Context: an optimization exercise on an open-source flow, tuned for small area. The choices shown serve that exercise and are no tape-out recipe.
In this exercise RTL edits were held to simulation tests only and were not proved equivalent to the original.
Power figures rest on the tool's default switching activity, not on a simulated workload.

==> flow/design.v <==
module thn128_core (
    input  wire        clk,
    input  wire        rst,           
    input  wire        host_valid,
    input  wire [63:0] host_cmd,
    output wire        host_ready,
    output reg         rsp_valid,
    output reg  [3:0]  rsp_status,
    output reg  [31:0] rsp_frame,
    output reg  [31:0] rsp_temp,
    output reg  [2:0]  rsp_addr,
    output reg  [2:0]  rsp_chan,
    output reg         rsp_lb,
    output reg         rsp_flag,
    output reg  [7:0]  rsp_sum,
    output reg  [2:0]  rsp_bad,
    input  wire        edge_valid,
    input  wire [63:0] edge_cmd,
    output reg         edge_rsp_valid,
    output reg  [3:0]  edge_rsp_status,
    input  wire        tx_ready,
    input  wire        us_tick,       
    output reg         tx_line
);
    localparam [3:0] OP_CHECKSUM  = 4'h1,
                     OP_ENCODE    = 4'h2,
                     OP_DECODE    = 4'h3,
                     OP_CLASSIFY  = 4'h4,
                     OP_EDGE      = 4'h5,
                     OP_ENABLE    = 4'h6,
                     OP_DISABLE   = 4'h7,
                     OP_AVAILABLE = 4'h8,
                     OP_TAKE      = 4'h9,
                     OP_TRANSMIT  = 4'hA;
    localparam [3:0] ST_OK              = 4'd0,
                     ST_ILLEGAL_COMMAND = 4'd1,
                     ST_ILLEGAL_OPERAND = 4'd2,
                     ST_INVALID_FIELD   = 4'd3,
                     ST_NOT_AVAILABLE   = 4'd4,
                     ST_TX_NOT_READY    = 4'd5;
    localparam [2:0] RX_SEARCH   = 3'd0,
                     RX_MID0     = 3'd1,
                     RX_MID1     = 3'd2,
                     RX_END      = 3'd3,
                     RX_COMPLETE = 3'd4;
    localparam [31:0] T_BIT  = 32'd1450,
                      T_SYNC = 32'd5500,
                      T_TOL  = 32'd400,
                      T_GAP  = 32'd3000,
                      T_IFS  = 32'd100000;
    localparam [31:0] SYNC_HIGH_MIN  = T_SYNC - T_TOL,          SYNC_HIGH_MAX  = T_SYNC + T_TOL;
    localparam [31:0] SYNC_ZERO_MIN  = T_SYNC + T_BIT - T_TOL,  SYNC_ZERO_MAX  = T_SYNC + T_BIT + T_TOL;
    localparam [31:0] SYNC_ONE_MIN   = T_SYNC - T_TOL,          SYNC_ONE_MAX   = T_SYNC + T_TOL;
    localparam [31:0] BIT_SHORT_MIN  = T_BIT - T_TOL,           BIT_SHORT_MAX  = T_BIT + T_TOL;
    localparam [31:0] BIT_LONG_MIN   = 2*T_BIT - T_TOL,         BIT_LONG_MAX   = 2*T_BIT + T_TOL;
    function [7:0] cks;
        input [7:0] b0, b1, b2;
        reg   [9:0] sum;
        begin
            sum = {2'b00, b0} + {2'b00, b1} + {2'b00, b2};
            cks = {6'b0, sum[9:8]} + sum[7:0];
        end
    endfunction
    function [2:0] range_check;
        input [7:0]  a;
        input [7:0]  c;
        input [31:0] t;
        begin
            range_check[0] = (a > 8'd7);
            range_check[1] = (c < 8'd1) || (c > 8'd3);
            range_check[2] = ($signed(t) < -32'sd999) || ($signed(t) > 32'sd999);
        end
    endfunction
    function [31:0] pack;
        input [7:0]  a;
        input [7:0]  c;
        input [31:0] t;
        input        lb;
        reg   [31:0] tabs;
        reg   [9:0]  m;
        reg   [7:0]  cm1;
        reg   [31:0] f;
        begin
            tabs = t[31] ? (~t + 32'd1) : t;
            m    = tabs[9:0];
            cm1  = c - 8'd1;
            f          = 32'd0;
            f[2:0]     = a[2:0];
            f[7:6]     = cm1[1:0];
            f[11:8]    = m % 10;
            f[15:12]   = (m / 10) % 10;
            f[19:16]   = (m / 100) % 10;
            f[21]      = t[31];
            f[23]      = lb;
            f[31:24]   = cks(f[7:0], f[15:8], f[23:16]);
            pack = f;
        end
    endfunction
    function [31:0] unpack_temp;
        input [31:0] f;
        reg   [10:0] mag;
        begin
            mag = f[19:16] * 11'd100 + f[15:12] * 11'd10 + {7'b0, f[11:8]};
            unpack_temp = f[21] ? (32'd0 - {21'b0, mag}) : {21'b0, mag};
        end
    endfunction
    function frame_valid;
        input [31:0] f;
        begin
            frame_valid = (cks(f[7:0], f[15:8], f[23:16]) == f[31:24]);
        end
    endfunction
    function in_win;
        input [31:0] d;
        input [31:0] lo;
        input [31:0] hi;
        begin
            in_win = (d >= lo) && (d <= hi);
        end
    endfunction
    function [63:0] op_mask;
        input [3:0] op;
        begin
            case (op)
                OP_CHECKSUM:                           op_mask = 64'hFFFFFFFF000000FF;
                OP_ENCODE, OP_TRANSMIT:                op_mask = 64'h00000000FE0000FF;
                OP_DECODE:                             op_mask = 64'h00000000FFFFFFFF;
                OP_CLASSIFY:                           op_mask = 64'h00000000FFFFF8FF;
                OP_EDGE:                               op_mask = 64'h00000000FFFFFEFF;
                default:                               op_mask = 64'hFFFFFFFFFFFFFFFF;
            endcase
        end
    endfunction
    function cmd_legal;
        input [63:0] w;
        input        is_edge_port;
        reg   [3:0]  op;
        begin
            op = w[3:0];
            if (op == 4'h0 || op > 4'hA)
                cmd_legal = 1'b0;
            else if (is_edge_port != (op == OP_EDGE))
                cmd_legal = 1'b0;
            else
                cmd_legal = ((w & op_mask(op)) == {60'b0, op});
        end
    endfunction
    reg        rx_enabled;
    reg [2:0]  rx_state;
    reg [31:0] rx_last_high;
    reg [31:0] rx_last_low;
    reg [31:0] rx_acc;
    reg [4:0]  rx_idx;
    localparam [2:0] TXP_PRE    = 3'd0,
                     TXP_GAP    = 3'd1,
                     TXP_SYNC_H = 3'd2,
                     TXP_SYNC_L = 3'd3,
                     TXP_DATA   = 3'd4,
                     TXP_IFS    = 3'd5;
    reg        tx_busy;
    reg        tx_copy;       
    reg [2:0]  tx_phase;
    reg [5:0]  tx_half;       
    reg [16:0] tx_cnt;        
    reg [31:0] tx_frame;
    assign host_ready = ~tx_busy;
    wire        host_fire  = host_valid & host_ready;
    wire [3:0]  h_op       = host_cmd[3:0];
    wire        h_legal    = cmd_legal(host_cmd, 1'b0);
    wire [7:0]  h_b0   = host_cmd[15:8];
    wire [7:0]  h_b1   = host_cmd[23:16];
    wire [7:0]  h_b2   = host_cmd[31:24];
    wire [7:0]  h_addr = host_cmd[15:8];
    wire [7:0]  h_chan = host_cmd[23:16];
    wire        h_lb   = host_cmd[24];
    wire [31:0] h_hi   = host_cmd[63:32];
    wire [2:0]  h_win  = host_cmd[10:8];
    wire [2:0]  h_bad       = range_check(h_addr, h_chan, h_hi);
    wire [31:0] h_packed    = pack(h_addr, h_chan, h_hi, h_lb);
    wire [31:0] h_dec_temp  = unpack_temp(h_hi);
    wire        h_dec_valid = frame_valid(h_hi);
    wire [31:0] take_temp   = unpack_temp(rx_acc);
    reg h_in_window;
    always @(*) begin
        case (h_win)
            3'd0:    h_in_window = in_win(h_hi, SYNC_HIGH_MIN, SYNC_HIGH_MAX);
            3'd1:    h_in_window = in_win(h_hi, SYNC_ZERO_MIN, SYNC_ZERO_MAX);
            3'd2:    h_in_window = in_win(h_hi, SYNC_ONE_MIN,  SYNC_ONE_MAX);
            3'd3:    h_in_window = in_win(h_hi, BIT_SHORT_MIN, BIT_SHORT_MAX);
            default: h_in_window = in_win(h_hi, BIT_LONG_MIN,  BIT_LONG_MAX);
        endcase
    end
    reg        n_rsp_valid;
    reg [3:0]  n_status;
    reg [31:0] n_frame;
    reg [31:0] n_temp;
    reg [2:0]  n_addr;
    reg [2:0]  n_chan;
    reg        n_lb;
    reg        n_flag;
    reg [7:0]  n_sum;
    reg [2:0]  n_bad;
    reg        start_tx;
    reg        h_enabled;
    reg [2:0]  h_state;
    reg [31:0] h_last_high;
    reg [31:0] h_last_low;
    reg [31:0] h_acc;
    reg [4:0]  h_idx;
    always @(*) begin
        n_rsp_valid = 1'b0;
        n_status    = ST_OK;
        n_frame     = 32'd0;
        n_temp      = 32'd0;
        n_addr      = 3'd0;
        n_chan      = 3'd0;
        n_lb        = 1'b0;
        n_flag      = 1'b0;
        n_sum       = 8'd0;
        n_bad       = 3'd0;
        start_tx    = 1'b0;
        h_enabled   = rx_enabled;
        h_state     = rx_state;
        h_last_high = rx_last_high;
        h_last_low  = rx_last_low;
        h_acc       = rx_acc;
        h_idx       = rx_idx;
        if (host_fire) begin
            n_rsp_valid = 1'b1;
            if (!h_legal) begin
                n_status = ST_ILLEGAL_COMMAND;
            end else begin
                case (h_op)
                    OP_CHECKSUM: begin
                        n_sum = cks(h_b0, h_b1, h_b2);
                    end
                    OP_ENCODE: begin
                        if (h_bad != 3'd0) begin
                            n_status = ST_INVALID_FIELD;
                            n_bad    = h_bad;
                        end else begin
                            n_frame  = h_packed;
                        end
                    end
                    OP_DECODE: begin
                        n_frame = h_hi;
                        n_temp  = h_dec_temp;
                        n_addr  = h_hi[2:0];
                        n_chan  = {1'b0, h_hi[7:6]} + 3'd1;
                        n_lb    = h_hi[23];
                        n_flag  = h_dec_valid;
                    end
                    OP_CLASSIFY: begin
                        if (h_win > 3'd4)
                            n_status = ST_ILLEGAL_OPERAND;
                        else
                            n_flag = h_in_window;
                    end
                    OP_ENABLE: begin
                        h_enabled   = 1'b1;
                        h_state     = RX_SEARCH;
                        h_acc       = 32'd0;
                        h_idx       = 5'd0;
                        h_last_high = 32'd0;
                        h_last_low  = 32'd0;
                    end
                    OP_DISABLE: begin
                        h_enabled = 1'b0;
                    end
                    OP_AVAILABLE: begin
                        n_flag = (rx_state == RX_COMPLETE);
                    end
                    OP_TAKE: begin
                        if (rx_state != RX_COMPLETE) begin
                            n_status = ST_NOT_AVAILABLE;
                        end else begin
                            n_frame = rx_acc;
                            n_temp  = take_temp;
                            n_addr  = rx_acc[2:0];
                            n_chan  = {1'b0, rx_acc[7:6]} + 3'd1;
                            n_lb    = rx_acc[23];
                        end
                    end
                    OP_TRANSMIT: begin
                        if (h_bad != 3'd0) begin
                            n_status = ST_INVALID_FIELD;
                            n_bad    = h_bad;
                        end else if (!tx_ready) begin
                            n_status = ST_TX_NOT_READY;
                        end else begin
                            n_rsp_valid = 1'b0;
                            start_tx    = 1'b1;
                        end
                    end
                    default: ;
                endcase
            end
        end
    end
    wire        e_legal = cmd_legal(edge_cmd, 1'b1);
    wire        e_lvl   = edge_cmd[8];
    wire [31:0] e_dur   = edge_cmd[63:32];
    reg        e_enabled;
    reg [2:0]  e_state;
    reg [31:0] e_last_high;
    reg [31:0] e_last_low;
    reg [31:0] e_acc;
    reg [4:0]  e_idx;
    reg        e_short, e_long;
    reg        e_store;
    reg        e_bit;
    reg [2:0]  e_next;
    always @(*) begin
        e_enabled   = h_enabled;
        e_state     = h_state;
        e_last_high = h_last_high;
        e_last_low  = h_last_low;
        e_acc       = h_acc;
        e_idx       = h_idx;
        e_short     = in_win(e_dur, BIT_SHORT_MIN, BIT_SHORT_MAX);
        e_long      = in_win(e_dur, BIT_LONG_MIN,  BIT_LONG_MAX);
        e_store     = 1'b0;
        e_bit       = 1'b0;
        e_next      = RX_SEARCH;
        if (edge_valid && e_legal && h_enabled && h_state != RX_COMPLETE && e_dur >= T_TOL) begin
            if (e_lvl) e_last_high = e_dur;
            else       e_last_low  = e_dur;
            if (in_win(e_last_high, SYNC_HIGH_MIN, SYNC_HIGH_MAX) &&
                in_win(e_last_low,  SYNC_ZERO_MIN, SYNC_ZERO_MAX)) begin
                e_acc   = 32'd0;
                e_idx   = 5'd1;
                e_state = RX_MID1;
            end else if (in_win(e_last_high, SYNC_HIGH_MIN, SYNC_HIGH_MAX) &&
                         in_win(e_last_low,  SYNC_ONE_MIN,  SYNC_ONE_MAX)) begin
                e_acc   = 32'd0;
                e_idx   = 5'd0;
                e_state = RX_END;
            end else begin
                if (e_lvl) begin
                    if (h_state == RX_END && e_short) begin
                        e_store = 1'b1; e_bit = 1'b1; e_next = RX_MID0;
                    end else if (h_state == RX_MID1 && e_short) begin
                        e_state = RX_END;
                    end else if (h_state == RX_MID1 && e_long) begin
                        e_store = 1'b1; e_bit = 1'b1; e_next = RX_MID0;
                    end else begin
                        e_state = RX_SEARCH; e_acc = 32'd0; e_idx = 5'd0;
                    end
                end else begin
                    if (h_state == RX_END && e_short) begin
                        e_store = 1'b1; e_bit = 1'b0; e_next = RX_MID1;
                    end else if (h_state == RX_MID0 && e_short) begin
                        e_state = RX_END;
                    end else if (h_state == RX_MID0 && e_long) begin
                        e_store = 1'b1; e_bit = 1'b0; e_next = RX_MID1;
                    end else begin
                        e_state = RX_SEARCH; e_acc = 32'd0; e_idx = 5'd0;
                    end
                end
                if (e_store) begin
                    e_acc[h_idx] = e_bit;
                    if (h_idx == 5'd31) begin
                        e_idx = 5'd0;
                        if (frame_valid(e_acc)) begin
                            e_state = RX_COMPLETE;
                        end else begin
                            e_acc   = 32'd0;
                            e_state = RX_SEARCH;
                        end
                    end else begin
                        e_idx   = h_idx + 5'd1;
                        e_state = e_next;
                    end
                end
            end
        end
    end
    reg        tx_last_step;
    reg        nx_copy;
    reg [2:0]  nx_phase;
    reg [5:0]  nx_half;
    reg [16:0] nx_len;
    reg        nx_level;
    reg        cur_bit;
    always @(*) begin
        tx_last_step = 1'b0;
        nx_copy  = tx_copy;
        nx_phase = tx_phase;
        nx_half  = tx_half;
        nx_len   = T_BIT[16:0];
        nx_level = 1'b0;
        cur_bit  = 1'b0;
        case (tx_phase)
            TXP_PRE: begin
                if (tx_half == 6'd23) begin
                    nx_phase = TXP_GAP;
                    nx_len   = T_GAP[16:0];
                    nx_level = 1'b0;
                end else begin
                    nx_half  = tx_half + 6'd1;
                    nx_len   = T_BIT[16:0];
                    nx_level = ~nx_half[0];
                end
            end
            TXP_GAP: begin
                nx_phase = TXP_SYNC_H;
                nx_len   = T_SYNC[16:0];
                nx_level = 1'b1;
            end
            TXP_SYNC_H: begin
                nx_phase = TXP_SYNC_L;
                nx_len   = T_SYNC[16:0];
                nx_level = 1'b0;
            end
            TXP_SYNC_L: begin
                nx_phase = TXP_DATA;
                nx_half  = 6'd0;
                nx_len   = T_BIT[16:0];
                nx_level = tx_frame[0];
            end
            TXP_DATA: begin
                if (tx_half == 6'd63) begin
                    if (tx_copy) begin
                        tx_last_step = 1'b1;
                    end else begin
                        nx_phase = TXP_IFS;
                        nx_len   = T_IFS[16:0];
                        nx_level = 1'b0;
                    end
                end else begin
                    nx_half  = tx_half + 6'd1;
                    nx_len   = T_BIT[16:0];
                    cur_bit  = tx_frame[nx_half[5:1]];
                    nx_level = nx_half[0] ? ~cur_bit : cur_bit;
                end
            end
            default: begin  
                nx_copy  = 1'b1;
                nx_phase = TXP_PRE;
                nx_half  = 6'd0;
                nx_len   = T_BIT[16:0];
                nx_level = 1'b1;
            end
        endcase
    end
    always @(posedge clk) begin
        if (rst) begin
            rx_enabled      <= 1'b0;
            rx_state        <= RX_SEARCH;
            rx_last_high    <= 32'd0;
            rx_last_low     <= 32'd0;
            rx_acc          <= 32'd0;
            rx_idx          <= 5'd0;
            tx_busy         <= 1'b0;
            tx_copy         <= 1'b0;
            tx_phase        <= TXP_PRE;
            tx_half         <= 6'd0;
            tx_cnt          <= 17'd0;
            tx_frame        <= 32'd0;
            tx_line         <= 1'b0;
            rsp_valid       <= 1'b0;
            rsp_status      <= 4'd0;
            rsp_frame       <= 32'd0;
            rsp_temp        <= 32'd0;
            rsp_addr        <= 3'd0;
            rsp_chan        <= 3'd0;
            rsp_lb          <= 1'b0;
            rsp_flag        <= 1'b0;
            rsp_sum         <= 8'd0;
            rsp_bad         <= 3'd0;
            edge_rsp_valid  <= 1'b0;
            edge_rsp_status <= 4'd0;
        end else begin
            rx_enabled   <= e_enabled;
            rx_state     <= e_state;
            rx_last_high <= e_last_high;
            rx_last_low  <= e_last_low;
            rx_acc       <= e_acc;
            rx_idx       <= e_idx;
            edge_rsp_valid  <= edge_valid;
            edge_rsp_status <= e_legal ? ST_OK : ST_ILLEGAL_COMMAND;
            rsp_valid  <= n_rsp_valid;
            if (n_rsp_valid) begin
                rsp_status <= n_status;
                rsp_frame  <= n_frame;
                rsp_temp   <= n_temp;
                rsp_addr   <= n_addr;
                rsp_chan   <= n_chan;
                rsp_lb     <= n_lb;
                rsp_flag   <= n_flag;
                rsp_sum    <= n_sum;
                rsp_bad    <= n_bad;
            end
            if (start_tx) begin
                tx_busy  <= 1'b1;
                tx_copy  <= 1'b0;
                tx_phase <= TXP_PRE;
                tx_half  <= 6'd0;
                tx_cnt   <= T_BIT[16:0];
                tx_frame <= h_packed;
                tx_line  <= 1'b1;
            end else if (tx_busy && us_tick) begin
                if (tx_cnt == 17'd1) begin
                    if (tx_last_step) begin
                        tx_busy    <= 1'b0;
                        tx_line    <= 1'b0;
                        rsp_valid  <= 1'b1;
                        rsp_status <= ST_OK;
                        rsp_frame  <= tx_frame;
                    end else begin
                        tx_copy  <= nx_copy;
                        tx_phase <= nx_phase;
                        tx_half  <= nx_half;
                        tx_cnt   <= nx_len;
                        tx_line  <= nx_level;
                    end
                end else begin
                    tx_cnt <= tx_cnt - 17'd1;
                end
            end
        end
    end
endmodule
==> flow/run.sh <==
#!/bin/bash
# synth_recipe.tcl (not shown) runs the flow's synth.tcl, then flattens the netlist and writes it again
# the make line also repeats each setting of config.mk as NAME=value (left out here)
make -C /OpenROAD-flow-scripts/flow DESIGN_CONFIG=/design/flow/config.mk WORK_HOME=/design/flow/orfs CLKGATE_MAP_FILE= SYNTH_SCRIPT=/design/flow/synth_recipe.tcl finish
==> flow/config.mk <==
export PLATFORM = sky130hd
export DESIGN_NAME = thn128_core
export DESIGN_NICKNAME = thn128_core
export VERILOG_FILES = /design/flow/design.v
export SDC_FILE = /design/flow/constraint.sdc
export NUM_CORES = 4
export LEC_CHECK = 0
export CAP_MARGIN = 20
export CORE_MARGIN = 2
export CORE_UTILIZATION = 40
export SLEW_MARGIN = 20
==> flow/constraint.sdc <==
create_clock -name core_clock -period 14.0 [get_ports {clk}]
set_input_delay 2.8000 -clock core_clock [delete_from_list [all_inputs] [get_ports {clk}]]
set_output_delay 2.8000 -clock core_clock [all_outputs]
set_load 0.01 [all_outputs]
==> impl_metrics.csv <==
group,metric,value,unit
synth,syn_area,20600,um^2
power,clockPowerShare,30.8,%
setup_path,crit_required,14.43,ns
setup_path,path_max_fanout,13,
floorplan,die_w,231,um
synth,yosysWarnings,1,
cells_and_area,layout_commonest_cell,"nor2_1",
setup_path,cp_common_cell,"ha_1",
sta,finalHoldViolCount,0,
global_routing,grt_pass1_vias,20900,
synth,synthTopCellsByArea,"dfxtp_1, ha_1, a21oi_1",
synth,synth_flop_cell,"dfxtp_1",
power,p_leak,9.23,nW
sta,finalCritPeriodShare,95.2,%
floorplan,std_cell_rows,83,
placement,hpwl,57000,um
route,ant_nets,0,
clocking,root_buffer,"clkbuf_16",
placement,port-buffer-count,225,
power,power-per-cell-area,103,nW/um^2
global_routing,grt_usage,27.7,%
route,wl_per_cell,20.9,um
sta,fin_skew,0.0176,ns
sta,setup_viol,0,
setup_path,critPathArrivalTime,13.76,ns
synth,syn_area_per_cell,7.41,um^2
setup_path,slowest_stage,"or4_4",
setup_path,start_kind,"input port",
min_path,hp-class,"reg -> reg",
floorplan,die_h,231,um
clocking,cts_tree,"built",
synth,synth-seq-area-share,22.5,%
floorplan,design.die.area,53300,um^2
floorplan,core,51100,um^2
setup_path,crit_path_end_kind,"register",
clocking,insertion_delay,0.59,ns
synth,synthArstFlopShare,0,%
clocking,numCtsBuffers,29,
cells_and_area,mostFrequentLayoutCells,"nor2_1, nand2_1, a21oi_1",
route,via_per_inst,5.98,
clocking,ctsHoldBuffers,0,
setup_path,critPathTopFamily,"compound AO/OA/AOI/OAI gates",
route,drtIter0Drc,2318,
sta,relSlewSlack,23.5,%
sta,tns,0,ns
sta,min_period,13.33,ns
global_routing,antenna_found_initial,3,
job,maxCapViolations,0,
synth,synth_seq_cells,231,
setup_path,path_class,"in -> reg",
power,combPwrFrac,43.4,%
route,totalWireLength,76100,um
sta,fin_ws,0.669,ns
synth,synth_area_leader_cell,"dfxtp_1",
placement,place_ws,-0.147,ns
power,p_sw,0.000962,W
synth,yosysTopAreaCellShare,22.5,%
placement,finalWeightedCongestion,0.973,
synth,synth_cells,2780,
clocking,clock_path_buffers,3,
power,ir_worst_vdd,0.0816,mV
cells_and_area,drive_gt1_share,8.11,%
global_routing,grt_start_max_net_pins,107,
route,vias,21800,
global_routing,grt_overflow,0,
clocking,path_clk_slew,0.06,ns
clocking,cts_max_level,1,
floorplan,num_io_pins,229,
route,dr.pass1.iters,6,
route,drc,0,
power,switching_share,37.7,%
synth,synthDistinctLibCells,112,
power,power_frac_seq,25.8,%
sta,drv_slew,0,
setup_path,slowest_delay,0.55,ns
run_status,status,"timing/DRC/antenna clean",
clocking,clkSinkCount,231,
sta,max_freq,0.0750,GHz
cells_and_area,area_growth,19.9,%
power,p_int,0.00159,W
setup_path,crit_buf_inv,6,
synth,synth_edf_count,0,
floorplan,start_util,40.3,%
sta,worst_slew_pin_slew,1.14,ns
cells_and_area,fin_nets,3242,
global_routing,grt_first_pass_wirelength,118000,um
==> logic make-up after synthesis <==
logic type	count (synthesis)	share of synthesized area, %
DFF	231	22.5
adders and majority gates	177	12.4
other	1	0.0182
AOI/OAI and AO/OA	788	25.7
and+or+nand+nor	1106	25.7
muxes	26	1.58
xor gates and xnor gates	130	5.69
buffers and inverters	321	6.54
==> per-stage QoR <==
step	instance area, um^2	total power, W	cells	util, %	hold WS [ns]
4_1_cts	24600	0.00254	3636	48.1	0.464
3_5_place_dp	23600	0.00175	3583	46.2	0.456
5_1_grt	24700	0.00270	3640	48.3	0.478
6_report	24700	0.00255	3640	48.3	0.464
3_3_place_gp	23600	0.00174	3583	46.2	0.452
2_1_floorplan	20600	0.00143	2782	-	0.442
==> what timing repair did <==
action / CTS / global route
setup endpoints to repair: 0 / 10
setup buffers: 0 / 3
resized for setup: 0 / 23
==> cell type report <==
type,instances,area [um^2]
fill,5068,26400
clock inverter,11,151
timing repair buffer,327,3020
sequential,231,4620
inverter,118,443
tap,680,851
clock buffer,42,845
antenna,1,2.50
multi-input combinational,2230,14800
==> final timing paths <==
check	slack, ns	startpoint	end	cells after the start
setup / recovery	0.67	host_cmd[33]	rsp_frame[28]	52
hold / removal	0.46	rx_last_high[1]	rx_last_high[1]	2
setup reg to reg	5.57	tx_busy	rx_acc[27]	34
hold reg to reg	0.46	rx_last_high[1]	rx_last_high[1]	2
==> worst min-delay path, stage by stage, from the launching register on <==
cell and delay (ns):
dfxtp_1 0.30, nand3_1 0.06, a21oi_1 0.06
==> flip-flops by register name (all words and copies together) (netlist names), 3 cells and up <==
signal / flops
rsp_frame: 32
rx_acc: 32
rx_last_high: 32
rx_last_low: 32
tx_frame: 27
tx_cnt: 17
rsp_temp: 12
rsp_sum: 8
tx_half: 6
rx_idx: 5
rsp_status: 4
rsp_addr: 3
rsp_bad: 3
rsp_chan: 3
rx_state: 3
tx_phase: 3
==> synth_stat cells (all sizes together), types with 8 or more instances <==
cell	count
o21ai	113
or2	14
nor3b	12
a22oi	57
nand3	120
a32o	11
mux2i	19
a21o	21
nor3	98
or3	23
a2bb2oi	19
ha	125
nor2	328
fa	46
inv	117
nand2	286
a211o	9
and2	16
nor4	58
and3	21
nor2b	35
nand2b	27
xnor2	95
o311ai	8
buf	50
clkbuf	153
o31ai	16
a221oi	9
dfxtp	231
a21oi	275
xor2	35
o22ai	20
a222oi	15
nand4	34
a31oi	25
a211oi	51
a32oi	20
or4	9
o211ai	18
o21bai	24
==> routing by layer <==
metal | share of wire (%) | up-vias | track usage [%]
met3 | 8.1 | 139 | 5.41
li1 | - | 10400 | -
met5 | 0.016 | - | 0
met2 | 44 | 864 | 43.9
met4 | 3.4 | 2 | 8.91
met1 | 44 | 10400 | 37.6
==> power by group through the flow <==
stage          Combinational, W  Sequential (W)  Clock, W
2_1_floorplan          0.000760        0.000673         0
3_3_place_gp            0.00106        0.000674         0
3_5_place_dp            0.00107        0.000674         0
4_1_cts                 0.00108        0.000659  0.000800
5_1_grt                 0.00122        0.000659  0.000827
6_report                0.00111        0.000659  0.000786

-- re-timing with driven ports --
How much do the figures lean on ideal ports? The routed layout below was timed once more, with nothing changed but the port constraints. Step 1 sets driving cells, clkbuf_16 on the clock port and buf_2 on the other inputs (assumed; they add their load-dependent delay and slew). Step 2 times the ports against the registers' clock, not the clock port: input delays grow and output delays shrink by t, the midpoint of the rising clock arrivals with the driver on. Three values: no drivers, after step 1, after step 2; two values: the first two.
t (ns): 0.638
setup WS [ns]: 0.669 / 0.699 / 0.061
worst setup path at the end: input to register
After both steps setup and hold are still met in this run. The setup slack of this run moves by +0.030 ns with the drivers and by -0.608 ns with both steps.
